Source: an optimization exercise on an open RTL-to-GDS flow (aim: small area, a short achievable clock period and few clock cycles per item). Production flows keep margins and buffers that such runs may drop.
Function was not checked in any run shown here: the RTL went through the layout flow alone.
Power and IR drop assume default switching activity.

## flow/run.sh

```bash
#!/bin/bash
# synth_recipe.tcl (not shown) runs the flow's synth.tcl, then flattens the netlist and writes it again
# the make line also repeats each setting of config.mk as NAME=value (left out here)
make -C /OpenROAD-flow-scripts/flow DESIGN_CONFIG=/design/flow/config.mk WORK_HOME=/design/flow/orfs CLKGATE_MAP_FILE= SYNTH_SCRIPT=/design/flow/synth_recipe.tcl finish
```

## flow/config.mk

```make
export PLATFORM = sky130hd
export DESIGN_NAME = k7ce
export DESIGN_NICKNAME = k7ce
export VERILOG_FILES = /design/flow/design.v
export SDC_FILE = /design/flow/constraint.sdc
export NUM_CORES = 4
export LEC_CHECK = 0
export CAP_MARGIN = 20
export CORE_MARGIN = 2
export CORE_UTILIZATION = 40
export PLACE_DENSITY = 0.6
export SLEW_MARGIN = 20
```

## flow/constraint.sdc

```tcl
create_clock -name core_clock -period 8.0 [get_ports {clk}]
set_input_delay 1.6000 -clock core_clock [delete_from_list [all_inputs] [get_ports {clk}]]
set_output_delay 1.6000 -clock core_clock [all_outputs]
set_load 0.01 [all_outputs]
```

## flow/design.v

```verilog
module k7ce (
    input  wire        clk,
    input  wire        rst,         
    input  wire        cmd_valid,
    output wire        cmd_ready,
    input  wire [15:0] cmd_word,
    output reg         out_valid,
    input  wire        out_ready,
    output reg  [7:0]  out_byte,
    output wire [1:0]  st,
    output wire [7:0]  err,
    output wire        fault
);
    localparam KEY_MAX = 256;
    localparam [1:0] S_IDLE  = 2'd0,
                     S_RUN   = 2'd1,
                     S_FAULT = 2'd2;
    reg [1:0] state;
    reg [7:0] err_r;
    reg       mode;         
    reg [4:0] sm1;          
    reg       shbad;        
    reg [7:0] seed;
    reg       seedz;        
    reg [7:0] taps;
    reg       tapbad;
    reg       kempty;       
    reg [7:0] kend;         
    reg [7:0] km1;          
    reg       kone;         
    reg       keyovf;
    reg       keybad;
    reg       do_push, do_data, do_start;
    reg [7:0] arg_r;
    reg [5*KEY_MAX-1:0] ring;
    reg [4:0] tap;          
    reg [7:0] lfsr;
    reg       v1, v2;
    reg [7:0] b1, b2;
    assign st    = state;
    assign err   = err_r;
    assign fault = state[1];
    assign cmd_ready = ~(v2 | (v1 & do_data));
    wire take = cmd_valid & cmd_ready;
    wire [7:0] op  = cmd_word[15:8];
    wire [7:0] arg = cmd_word[7:0];
    wire arg0  = (arg == 8'h00);
    wire is_keypush  = (op == 8'h01);
    wire is_setshift = (op == 8'h02);
    wire is_setseed  = (op == 8'h03);
    wire is_tapadd   = (op == 8'h04);
    wire is_start    = (op[7:1] == 7'h04) & arg0;
    wire is_data     = (op == 8'h0A);
    wire is_end      = (op == 8'h0B) & arg0;
    wire is_rst      = (op == 8'h0F) & arg0;
    wire is_param = is_keypush | is_setshift | is_setseed | is_tapadd;
    wire legal    = is_param | is_start | is_data | is_end | is_rst;
    function is_alpha(input [7:0] c);
        is_alpha = (c >= 8'h41 && c <= 8'h5A) || (c >= 8'h61 && c <= 8'h7A);
    endfunction
    wire kfull   = ~kempty & (kend == 8'hFF);
    wire pstore  = do_push & ~kfull;
    wire [7:0] vflags = {2'b00,
                         tapbad,
                         seedz,
                         shbad,
                         keyovf | (do_push & kfull),
                         keybad | (pstore & ~is_alpha(arg_r)),
                         kempty & ~do_push};
    wire s_idle  = (state == S_IDLE);
    wire s_run   = (state == S_RUN);
    wire s_fault = state[1];
    wire ex_idle = take & ~rst & ~is_rst & s_idle;
    wire ex_run  = take & ~rst & ~is_rst & s_run;
    wire clr = rst | (take & is_rst) | (ex_run & is_end);
    always @(posedge clk) begin
        if (clr) begin
            state  <= S_IDLE;
            err_r  <= 8'h00;
        end else if (take & ~s_fault) begin
            if (!legal) begin
                state <= S_FAULT;
                err_r <= 8'h80;
            end else if (s_idle) begin
                if (is_start) begin
                    if (vflags != 8'h00) begin
                        state <= S_FAULT;
                        err_r <= vflags;
                    end else begin
                        state <= S_RUN;
                    end
                end else if (!is_param) begin
                    state <= S_FAULT;
                    err_r <= 8'h40;
                end
            end else begin
                if (!is_data) begin
                    state <= S_FAULT;
                    err_r <= 8'h40;
                end
            end
        end
    end
    always @(posedge clk) begin
        if (clr) begin
            shbad  <= 1'b1;
            seedz  <= 1'b1;
            taps   <= 8'h00;
            tapbad <= 1'b0;
        end else if (ex_idle) begin
            if (is_setshift)
                shbad <= (arg == 8'd0) || (arg > 8'd25);
            if (is_setseed)
                seedz <= arg0;
            if (is_tapadd) begin
                if (arg[7:3] == 5'd0)
                    taps <= taps | (8'd1 << arg[2:0]);
                else
                    tapbad <= 1'b1;
            end
        end
    end
    always @(posedge clk) begin
        if (ex_idle & is_setshift)
            sm1 <= arg[4:0] - 5'd1;
        if (ex_idle & is_setseed)
            seed <= arg;
        if (ex_idle & is_start)
            mode <= op[0];
    end
    always @(posedge clk) begin
        arg_r <= arg;
        if (rst) begin
            do_push  <= 1'b0;
            do_data  <= 1'b0;
            do_start <= 1'b0;
        end else begin
            do_push  <= ex_idle & is_keypush;
            do_data  <= ex_run & is_data;
            do_start <= ex_idle & is_start & (vflags == 8'h00);
        end
    end
    wire rot = do_data;
    wire [4:0] ring_in = do_push ? arg_r[4:0] : tap;
    always @(posedge clk) begin
        if (pstore | rot)
            ring <= {ring[5*KEY_MAX-6:0], ring_in};
    end
    always @(posedge clk) begin
        if (pstore) begin
            if (kempty)
                tap <= arg_r[4:0];
        end else if (rot) begin
            if (!kone)
                tap <= ring[5*km1 +: 5];
        end
    end
    always @(posedge clk) begin
        if (clr) begin
            kempty <= 1'b1;
            kone   <= 1'b0;
            kend   <= 8'd0;
            keyovf <= 1'b0;
            keybad <= 1'b0;
        end else if (do_push) begin
            if (kfull) begin
                keyovf <= 1'b1;
            end else begin
                kempty <= 1'b0;
                kone   <= kempty;
                if (!kempty) begin
                    kend <= kend + 8'd1;
                    km1  <= kend;
                end
                if (!is_alpha(arg_r))
                    keybad <= 1'b1;
            end
        end
    end
    reg [7:0] lfsr_next;
    reg [7:0] r;
    reg       fb;
    integer   n, p;
    always @(*) begin
        r = lfsr;
        for (n = 0; n < 8; n = n + 1) begin
            fb = 1'b0;
            for (p = 0; p < 8; p = p + 1)
                if (taps[p])
                    fb = fb ^ r[7 - p];
            r = {fb, r[7:1]};
        end
        lfsr_next = r;
    end
    wire [7:0] ks = {lfsr[0], lfsr[1], lfsr[2], lfsr[3],
                     lfsr[4], lfsr[5], lfsr[6], lfsr[7]};
    always @(posedge clk) begin
        if (do_start)
            lfsr <= seed;
        else if (do_data)
            lfsr <= lfsr_next;
    end
    wire [7:0] ksum  = {3'b000, tap} + {3'b000, sm1};
    wire [7:0] fwd_y = (arg_r + ksum) ^ ks;
    wire [7:0] rev_y = (arg_r ^ ks) - ksum;
    wire [7:0] y     = mode ? rev_y : fwd_y;
    wire pop = out_valid & out_ready;
    wire       q0v = pop ? v1 : out_valid;
    wire       q1v = pop ? v2 : v1;
    wire       q2v = pop ? 1'b0 : v2;
    wire [7:0] q0b = pop ? b1 : out_byte;
    wire [7:0] q1b = pop ? b2 : b1;
    always @(posedge clk) begin
        if (rst) begin
            out_valid <= 1'b0;
            v1        <= 1'b0;
            v2        <= 1'b0;
        end else begin
            out_valid <= q0v | do_data;
            v1        <= q1v | (q0v & do_data);
            v2        <= q2v | (q1v & do_data);
        end
        out_byte <= q0v ? q0b : y;
        b1       <= q1v ? q1b : y;
        b2       <= q2v ? b2  : y;
    end
endmodule
```

==> impl_results.md, run 1 <==
* Status: timing/DRC/antenna clean
* Routability cong. at 0.777
* Yosys reg bits at 1386
* Gate power share at less than 1%
* GRT overflow at 0
* Initial antenna violation count at 0
* Post-cts resize count at 0
* CP endpoint kind: flop
* Synthesis-to-layout area growth at 12.9%
* Post CTS Setup Buffer Count at 0
* Critical Path RT at approximately 8500 ps
* Worst-path clk slew at approximately 60 ps
* Synth Area in Compound Gates at under 10%
* Global Route met2 Usage at between 20% and 30%
* All-layer global routing usage at a little over an eighth
* Area leader, netlist: edfxtp_1
* Via/cell ratio at approximately 5.5
* Area share of the largest cell type after synthesis at approximately 74%
* Post-synth EDFFs at 1339
* Post-synth top cells: 1339 x edfxtp_1, 425 x mux4_2, 74 x clkbuf_1
* Grt met3 use at 2.58%
* Final Util at 45.4%
* Switching Share at about a fifth
* Clock power frac at between 40 and 50%
* Die Ht at between 300 and 400 microns
* Die Outline Area at 139000 sq um
* Final Net Count at between 2000 and 3000
* IO buf count at 40
* Synth area leaders: edfxtp_1 74%, mux4_2 18%, dfxtp_1 1.7%, xnor2_1 0.71%, mux2_2 0.66%
* Hold Violations, Final at 0
* Final setup viols at 0
* Largest family of logic cells by synthesized area: multiplexers
* Synthesized instance count at roughly 2400
* Fin crit share at between 60% and 70%
* Drc violations at 0
* Fillers at between 10000 and 15000
* Max-cap violations at 0
* Clk Latency, worst-skew pair at roughly 740 ps
* Root buffer cell: clkbuf_16
* Hold Path Class: reg2reg
* Worst-Margin Slew at 1050 ps
* Placed Cells at between 4000 and 5000
* Layout Skew at 19.5 ps
* PwrDens at 233 nW/um^2
* Routed wire per std cell at 21.7 microns
* Row count at 135
* Initial core utilization at about 40%
* Antenna-violating nets left at 0
* Worst endpoint data arrival time at approximately 5500 ps
* Ys async rst share at 0%
* Register Area at a little over 40000 sq um
* Internal power at roughly 12000 uW
* Synth Net Count at roughly 2500
* Unrepaired setup endpoints after global routing: no
* # H-tree levels at 4
* Worst VDD drop at between 0.00015 and 0.0002 V
* Die W at around 370 microns
* Largest net degree at the start of global routing at between 150 and 200
* Net switching power of the design at around 2800 uW
* Hold buffer count at cts at 0
* Clock sink count at 1386
* Relative max-transition margin at 28.2%
* Layout Cells excl Fill at roughly 4400
* Post-synthesis sequential area ratio at 75.5%
* Clock buffer depth at 3
* Top-count cell post-synth: edfxtp_1
* Syn avg cell area at about 23 sq um
* Setup TNS at 0 ps
* CTS buffer count at between 100 and 150
* Crit-path max FO at 18
* Fin crit period at 4990 ps
* I/O Pins at 41
* N_diodes at 0
* Synthesized cell area at 54500 sq um
* WL final at roughly 96000 microns
* Iteration-0 DRC Markers at between 2000 and 2500
* Grt met1 use at 19.7%
* Synth Flop Type: edfxtp_1
* XOR/XNOR share of the synthesized area at approximately 1.4%
* Sequential share of power at between 50% and 60%
* Synth unique cells at 60
* First-pass GRT wire length at ~150000 microns
* Ys Warns at 1
* Leakage at approximately 0.014 uW
* CTS tree: done
* Gr busiest metal: met2
* Post-synthesis mux area share at between 10% and 20%
* Classification of the worst setup path: reg2reg
* Vias in the first global route at ~26000
* Share of layout cells above drive strength 1 at between 20% and 30%
* Final Max Slew Viols at 0
* Fmax at ~0.2 GHz
* Core area at roughly 140000 sq um
* Adder-cell area share of the yosys netlist at 0.638%
* Worst Setup Start Kind: flop
* Simple-Gate Fraction of Synth Area at 1.81%
* Via count at about 24000
* DP Wirelength at between 50000 and 60000 microns
* DR pass1 iterations at 5
* Area of the multi-input gates at 12800 sq um
==> cell type report <==
type | count | share of cell area [%]
repair buffers | 71 | 1.26
flip-flops and latches | 1386 | 66.8
multi-input cells | 883 | 20.8
clock buffers | 179 | 6.12
well taps | 1781 | 3.62
inverters | 23 | 0.140
clock inverters | 82 | 1.21
==> final timing paths <==
kind | depth (start not counted) | start | slack (ps) | to
setup / recovery | 13 | taps[0] | 3010 | lfsr[7]
hold / removal | 0 | ring[1219] | 430 | ring[1224]
setup reg to reg | 13 | taps[0] | 3010 | lfsr[7]
hold reg to reg | 0 | ring[1219] | 430 | ring[1224]
==> flip-flops by register name (all words and copies together), names as in the netlist, 2 cells and up <==
register  count
ring       1280
arg_r         8
b1            8
b2            8
err_r         8
kend          8
km1           8
lfsr          8
out_byte      8
seed          8
taps          8
sm1           5
tap           5
state         2
==> stage by stage <==
stage / worst slack (ps) / hold WS (ps) / total power [uW] / cell area (sq um)
2_1_floorplan: 846 / 421 / 8050 / 54500
3_3_place_gp: 2780 / 427 / 8080 / 57000
3_5_place_dp: 2470 / 428 / 8090 / 57000
4_1_cts: 3130 / 427 / 14500 / 61500
5_1_grt: 2680 / 439 / 14800 / 61600
6_report: 3010 / 427 / 14300 / 61600
==> routing by layer <==
layer | part of all wire [%] | vias up
met5 | 0 | -
met2 | 48 | 627
met1 | 46 | 13113
li1 | - | 10371
met3 | 4.2 | 161
met4 | 2.2 | 0
==> power by group through the flow <==
stage          Combinational (uW)  Sequential [uW]  Clock, uW
2_1_floorplan                40.8             8010          0
3_3_place_gp                 72.8             8010          0
3_5_place_dp                 75.3             8010          0
4_1_cts                      75.8             7860       6600
5_1_grt                      82.9             7850       6860
6_report                     76.0             7860       6390
==> critical path: stages (launching register included) <==
cell,delay (ps)
dfxtp_1,740
nand2_1,130
xor2_1,180
xnor2_1,170
xnor2_1,690
a211oi_1,210
o31ai_1,650
a311oi_2,210
o211a_1,310
or4_4,540
a21oi_2,170
xnor3_1,360
o21a_1,130
o31a_1,250
==> cells by family (layout without fill, tap and decap cells) <==
group	after synthesis	count (layout)
adder cells (fa/ha/maj)	26	26
XOR/XNOR	79	79
flip-flops	1386	1386
buffers and inverters	146	355
AND/OR/NAND/NOR	212	212
AO/OA/AOI/OAI	102	102
multiplexers	464	464
==> cells in the final DEF (no fill, tap or decap), types with 27 or more instances in the layout <==
cell,count
clkinv_1,31
dfxtp_1,47
clkinv_2,27
xor2_1,28
nand2_1,69
edfxtp_1,1339
clkbuf_16,145
clkdlybuf4s50_1,40
xnor2_1,44
mux2_2,32
nor2_1,66
a21oi_1,35
clkbuf_1,33
mux4_2,425
==> inputs of run 2 (changes only) <==
--- a/flow/design.v
+++ b/flow/design.v
@@ -12,6 +12,7 @@
     output wire        fault
 );
     localparam KEY_MAX = 256;
+    localparam WPORTS  = 16;    
     localparam [1:0] S_IDLE  = 2'd0,
                      S_RUN   = 2'd1,
                      S_FAULT = 2'd2;
@@ -26,10 +27,13 @@
     reg       tapbad;
     reg       kempty;       
     reg [7:0] kend;         
-    reg [7:0] km1;          
-    reg       kone;         
     reg       keyovf;
     reg       keybad;
+    reg [7:0] wpos;         
+    reg [7:0] p0;           
+    reg [4:0] key0;         
+    reg [7:0] ra;           
+    reg [7:0] krem;         
     reg       do_push, do_data, do_start;
     reg [7:0] arg_r;
     reg [5*KEY_MAX-1:0] ring;
@@ -40,7 +44,10 @@
     assign st    = state;
     assign err   = err_r;
     assign fault = state[1];
-    assign cmd_ready = ~(v2 | (v1 & do_data));
+    wire kfull   = ~kempty & (kend == 8'hFF);
+    wire wok     = (wpos < WPORTS);
+    wire pwait   = do_push & ~kfull & ~wok;
+    assign cmd_ready = ~(v2 | (v1 & do_data) | pwait);
     wire take = cmd_valid & cmd_ready;
     wire [7:0] op  = cmd_word[15:8];
     wire [7:0] arg = cmd_word[7:0];
@@ -58,8 +65,7 @@
     function is_alpha(input [7:0] c);
         is_alpha = (c >= 8'h41 && c <= 8'h5A) || (c >= 8'h61 && c <= 8'h7A);
     endfunction
-    wire kfull   = ~kempty & (kend == 8'hFF);
-    wire pstore  = do_push & ~kfull;
+    wire pstore  = do_push & ~kfull & wok;
     wire [7:0] vflags = {2'b00,
                          tapbad,
                          seedz,
@@ -129,69 +135,93 @@
             mode <= op[0];
     end
     always @(posedge clk) begin
-        arg_r <= arg;
+        if (!pwait)
+            arg_r <= arg;
         if (rst) begin
             do_push  <= 1'b0;
             do_data  <= 1'b0;
             do_start <= 1'b0;
         end else begin
-            do_push  <= ex_idle & is_keypush;
+            do_push  <= pwait | (ex_idle & is_keypush);
             do_data  <= ex_run & is_data;
             do_start <= ex_idle & is_start & (vflags == 8'h00);
         end
     end
-    wire rot = do_data;
-    wire [4:0] ring_in = do_push ? arg_r[4:0] : tap;
-    always @(posedge clk) begin
-        if (pstore | rot)
-            ring <= {ring[5*KEY_MAX-6:0], ring_in};
-    end
-    always @(posedge clk) begin
-        if (pstore) begin
-            if (kempty)
-                tap <= arg_r[4:0];
-        end else if (rot) begin
-            if (!kone)
-                tap <= ring[5*km1 +: 5];
+    integer i;
+    always @(posedge clk) begin
+        ring <= {ring[5*KEY_MAX-6:0], ring[5*KEY_MAX-1 -: 5]};
+        for (i = 0; i < WPORTS; i = i + 1)
+            if (pstore && wpos == i)
+                ring[5*i +: 5] <= arg_r[4:0];
+    end
+    wire wrap = (krem == 8'd0);
+    always @(posedge clk) begin
+        if (pstore & kempty)
+            key0 <= arg_r[4:0];
+        p0 <= (pstore & kempty) ? 8'd0 : p0 + 8'd1;
+        if (do_start) begin
+            tap  <= key0;
+            ra   <= p0;
+            krem <= kend;
+        end else if (do_data) begin
+            if (wrap) begin
+                tap  <= key0;
+                ra   <= p0;
+                krem <= kend;
+            end else begin
+                tap  <= ring[5*ra +: 5];
+                krem <= krem - 8'd1;
+            end
+        end else begin
+            ra <= ra + 8'd1;
         end
     end
     always @(posedge clk) begin
         if (clr) begin
             kempty <= 1'b1;
-            kone   <= 1'b0;
             kend   <= 8'd0;
             keyovf <= 1'b0;
             keybad <= 1'b0;
-        end else if (do_push) begin
-            if (kfull) begin
+            wpos   <= 8'd0;
+        end else begin
+            if (!kempty && !pstore)
+                wpos <= wpos + 8'd1;
+            if (do_push & kfull)
                 keyovf <= 1'b1;
-            end else begin
+            if (pstore) begin
                 kempty <= 1'b0;
-                kone   <= kempty;
-                if (!kempty) begin
+                if (!kempty)
                     kend <= kend + 8'd1;
-                    km1  <= kend;
-                end
                 if (!is_alpha(arg_r))
                     keybad <= 1'b1;
             end
         end
     end
+    reg [7:0] u;
+    reg [7:0] uc;
+    reg [7:0] w;
     reg [7:0] lfsr_next;
-    reg [7:0] r;
-    reg       fb;
-    integer   n, p;
+    integer   j, k, q;
     always @(*) begin
-        r = lfsr;
-        for (n = 0; n < 8; n = n + 1) begin
-            fb = 1'b0;
-            for (p = 0; p < 8; p = p + 1)
-                if (taps[p])
-                    fb = fb ^ r[7 - p];
-            r = {fb, r[7:1]};
-        end
-        lfsr_next = r;
-    end
+        uc = 8'd1;
+        for (j = 1; j < 8; j = j + 1) begin
+            uc[j] = 1'b0;
+            for (q = 0; q < j; q = q + 1)
+                uc[j] = uc[j] ^ (taps[q] & uc[j-1-q]);
+        end
+        for (j = 0; j < 8; j = j + 1) begin
+            w[j] = 1'b0;
+            for (k = j; k < 8; k = k + 1)
+                w[j] = w[j] ^ (taps[7+j-k] & lfsr[k]);
+        end
+        for (j = 0; j < 8; j = j + 1) begin
+            lfsr_next[j] = 1'b0;
+            for (k = 0; k <= j; k = k + 1)
+                lfsr_next[j] = lfsr_next[j] ^ (u[j-k] & w[k]);
+        end
+    end
+    always @(posedge clk)
+        u <= uc;
     wire [7:0] ks = {lfsr[0], lfsr[1], lfsr[2], lfsr[3],
                      lfsr[4], lfsr[5], lfsr[6], lfsr[7]};
     always @(posedge clk) begin
==> impl_results.md, run 2 <==
* Status: timing/DRC/antenna clean
* Share of layout cells above drive strength 1 at approximately 19%
* CTS buffer count at 140
* Critical Path Start: wpos[4]
* Most frequent cells in the layout: 1341 x dfxtp_1, 264 x mux4_2, 172 x mux2i_1
* CP delay by family, top: simple AND/OR/NAND/NOR gates
* Area share of the largest cell type after synthesis at between 60% and 70%
* Yosys reg bits at approximately 1400
* Hold Violations, Final at 0
* Post-synthesis sequential area ratio at between 60 and 70%
* Iteration-0 DRC Markers at between 1000 and 1500
* Unrepaired setup endpoints after global routing: no
* WL final at approximately 86000 microns
* Switching Share at 25.6%
* Clock buffer depth at 3
* FF-to-FF Start: ra[0]
* R2r worst-path depth at 9
* Final Net Count at 3177
* Total Power at between 15000 and 20000 uW
* GRT overflow at 0
* Crit-path max FO at 11
* Buf/Inv on CP at 1
* Drc violations at 0
* Slowest-stage cell, CP: or4_1
* Fin crit share at roughly 54%
* PwrDens at just over 300 nW/um^2
* Synth Flop Type: dfxtp_1
* Internal power at approximately 12000 uW
* Synthesis-to-layout area growth at 14.4%
* Hold Path Class: reg2reg
* Synth unique cells at 60
* Vias in the first global route at between 20000 and 25000
* CP endpoint kind: output pin
* Largest net degree at the start of global routing at 131
* Fin crit period at about 4300 ps
* Sequential share of power at between 40% and 50%
* Worst endpoint data arrival time at 2720 ps
* Worst Setup Start Kind: flop
* Layout Skew at approximately 31 ps
* First-pass GRT wire length at around 140000 microns
* N_diodes at 0
* Die W at roughly 340 microns
* Relative max-transition margin at 29.4%
* Core area at around 110000 sq um
* Hold-critical path depth at 0
* Final Max Slew Viols at 0
* Worst-path clk slew at approximately 60 ps
* Ys async rst share at 0%
* IO buf count at 40
* Initial core utilization at 40.4%
* All-layer global routing usage at between 10% and 20%
* Max reg flops at between 1000 and 1500
* Initial antenna violation count at 0
* Root buffer cell: clkbuf_16
* Ys Warns at 1
* I/O Pins at 41
* Via/cell ratio at about 5.0
* DR pass1 iterations at 7
* Die Ht at between 300 and 400 microns
* Worst VDD drop at between 0.0002 and 0.00025 V
* Post CTS Setup Buffer Count at 0
* Hold path startpoint: ring[865]
* Syn avg cell area at approximately 15 sq um
* CP Cell Sequence: or4_1, o211ai_4, and2_1, clkdlybuf4s50_1
* Slack of the worst reg-to-reg path at 4110 ps
* Final setup viols at 0
* Synth area leaders: dfxtp_1 60%, mux4_2 13%, edfxtp_1 5.4%, mux2i_1 3.9%, mux2_2 2.6%
* Fmax at approximately 0.23 GHz
* Via count at around 23000
* Net switching power of the design at 3990 uW
* # H-tree levels at 4
* Clock power frac at between 40 and 50%
* Post-synth EDFFs at 80
* Post-cts resize count at 0
* Final Util at a little under half
* Clk Latency, worst-skew pair at between 700 and 800 ps
* Top-count cell post-synth: dfxtp_1
* Antenna-violating nets left at 0
* Endpoint, Worst Hold: ring[870]
* Max-cap violations at 0
* DP Wirelength at roughly 52000 microns
* Routed wire per std cell at 18.2 microns
* Slowest stage delay, CP at approximately 660 ps
* Fillers at 9697
* CTS tree: done
* Synth Net Count at between 3000 and 4000
* Hold buffer count at cts at 0
* Most flop-heavy register: ring
* Post-synth top cells: 1341 x dfxtp_1, 264 x mux4_2, 172 x mux2i_1
* Area leader, netlist: dfxtp_1
* Worst-Margin Slew at approximately 1100 ps
* Commonest non-fill, non-tap cell in the layout: dfxtp_1
* Synthesized cell area at approximately 45000 sq um
* Synthesized instance count at just over 3000
* Gate power share at 12.0%
* Clock sink count at 1421
* Routability cong. at about 0.76
* Setup TNS at 0 ps
* Critical R2R Capture: tap[4]
* Classification of the worst setup path: reg2out
* Die Outline Area at approximately 110000 sq um
* Row count at about 120
* Leakage at between 0.015 and 0.02 uW
* Critical Path RT at roughly 6400 ps
-- run 2: cell count changes after synthesis, moves of 45 or more --
| cell | delta |
|---|---|
| nand2_1 | +90 |
| o221ai_1 | +80 |
| mux2i_1 | +165 |
| a21oi_1 | +45 |
| edfxtp_1 | -1259 |
| o22ai_1 | +45 |
| dfxtp_1 | +1294 |
| mux4_2 | -161 |
| nor2_1 | +56 |
| mux2_2 | +73 |
-- run 2: worst max-delay path by stage --
stage	end	cells after the start
2_1_floorplan	seed[0]	8
3_3_place_gp	seed[5]	9
3_5_place_dp	seed[5]	9
4_1_cts	cmd_ready	4
5_1_grt	cmd_ready	4
6_report	cmd_ready	4
-- run 2: stage by stage --
| stage | instance area (sq um) | hold WS, ps | std cells | setup WS [ps] |
|---|---|---|---|---|
| after global routing | 51100 | 334 | 4707 | 3560 |
| after global placement | 46500 | 327 | 4466 | 3200 |
| final | 51100 | 328 | 4707 | 3680 |
| after floorplan | 44700 | 326 | 3073 | 4140 |
| after detailed placement | 46500 | 331 | 4466 | 3170 |
| after CTS | 51100 | 335 | 4707 | 3610 |
-- run 2: cells by family after synthesis --
logic type / count (synthesis) / share of synthesized area (%)
xor gates and xnor gates: 125 / 2.57
DFF: 1421 / 65.5
buffers and inverters: 192 / 1.83
and+or+nand+nor: 453 / 4.69
AOI/OAI and AO/OA: 304 / 4.56
muxes: 541 / 19.8
adders and majority gates: 37 / 1.09
-- run 2: power groups by stage --
stage / sequential, uW / combinational (uW) / clock [uW]
after CTS: 7260 / 1900 / 6610
after global placement: 7410 / 1890 / 0
final: 7260 / 1870 / 6460
after detailed placement: 7420 / 1900 / 0
after floorplan: 7390 / 1200 / 0
after global routing: 7260 / 2040 / 6920
-- run 2: metal layers --
layer / share of wire [%] / track usage, % / vias up
li1: - / - / 11289
met1: 49 / 21.3 / 11742
met2: 45 / 23.5 / 322
met3: 3.8 / 2.94 / 137
met4: 2.3 / 5.17 / 0
met5: 0 / 0 / -
-- run 2: cell type report --
class	count	area [sq um]	share of cell area, %
clock buffers	207	4160	8.14
clock inverters	34	429	0.840
inverters	30	116	0.228
multi-input cells	1460	14600	28.6
flip-flops and latches	1421	29200	57.2
well taps	1488	1860	3.64
repair buffers	67	666	1.30

static timing again, ports no longer ideal:
The flow's constraints put no driver on any port. The routed layouts listed below were extracted and timed again, unchanged, in two steps. Step 1, drivers: a clkbuf_16 drives clk and a buf_2 each remaining input, both assumed. Step 2 moves the port delays by t, midway between the first and last clock arrival at a register: inputs arrive t later, outputs are due t later. That takes back most of the time a late clock gives input paths. Three values: ideal ports, drivers, drivers and shift; two values: the first two.
run	shift t [ns]	setup WS [ns]	worst hold slack (ns)	slew at the worst register clock pin (ns)	worst slew at a driven data input, ns
run 1	0.803	3.011 / 3.011 / 2.363	0.427 / 0.427 / 0.427	0.07 / 0.07	0.09
run 2	0.780	3.680 / 3.617 / 3.164	0.328 / 0.328 / 0.328	0.06 / 0.06	0.04
After both steps setup and hold are still met in every run listed. The setup slack of run 1, which loses most, moves by 0.000 ns with the drivers and by -0.648 ns with both steps.
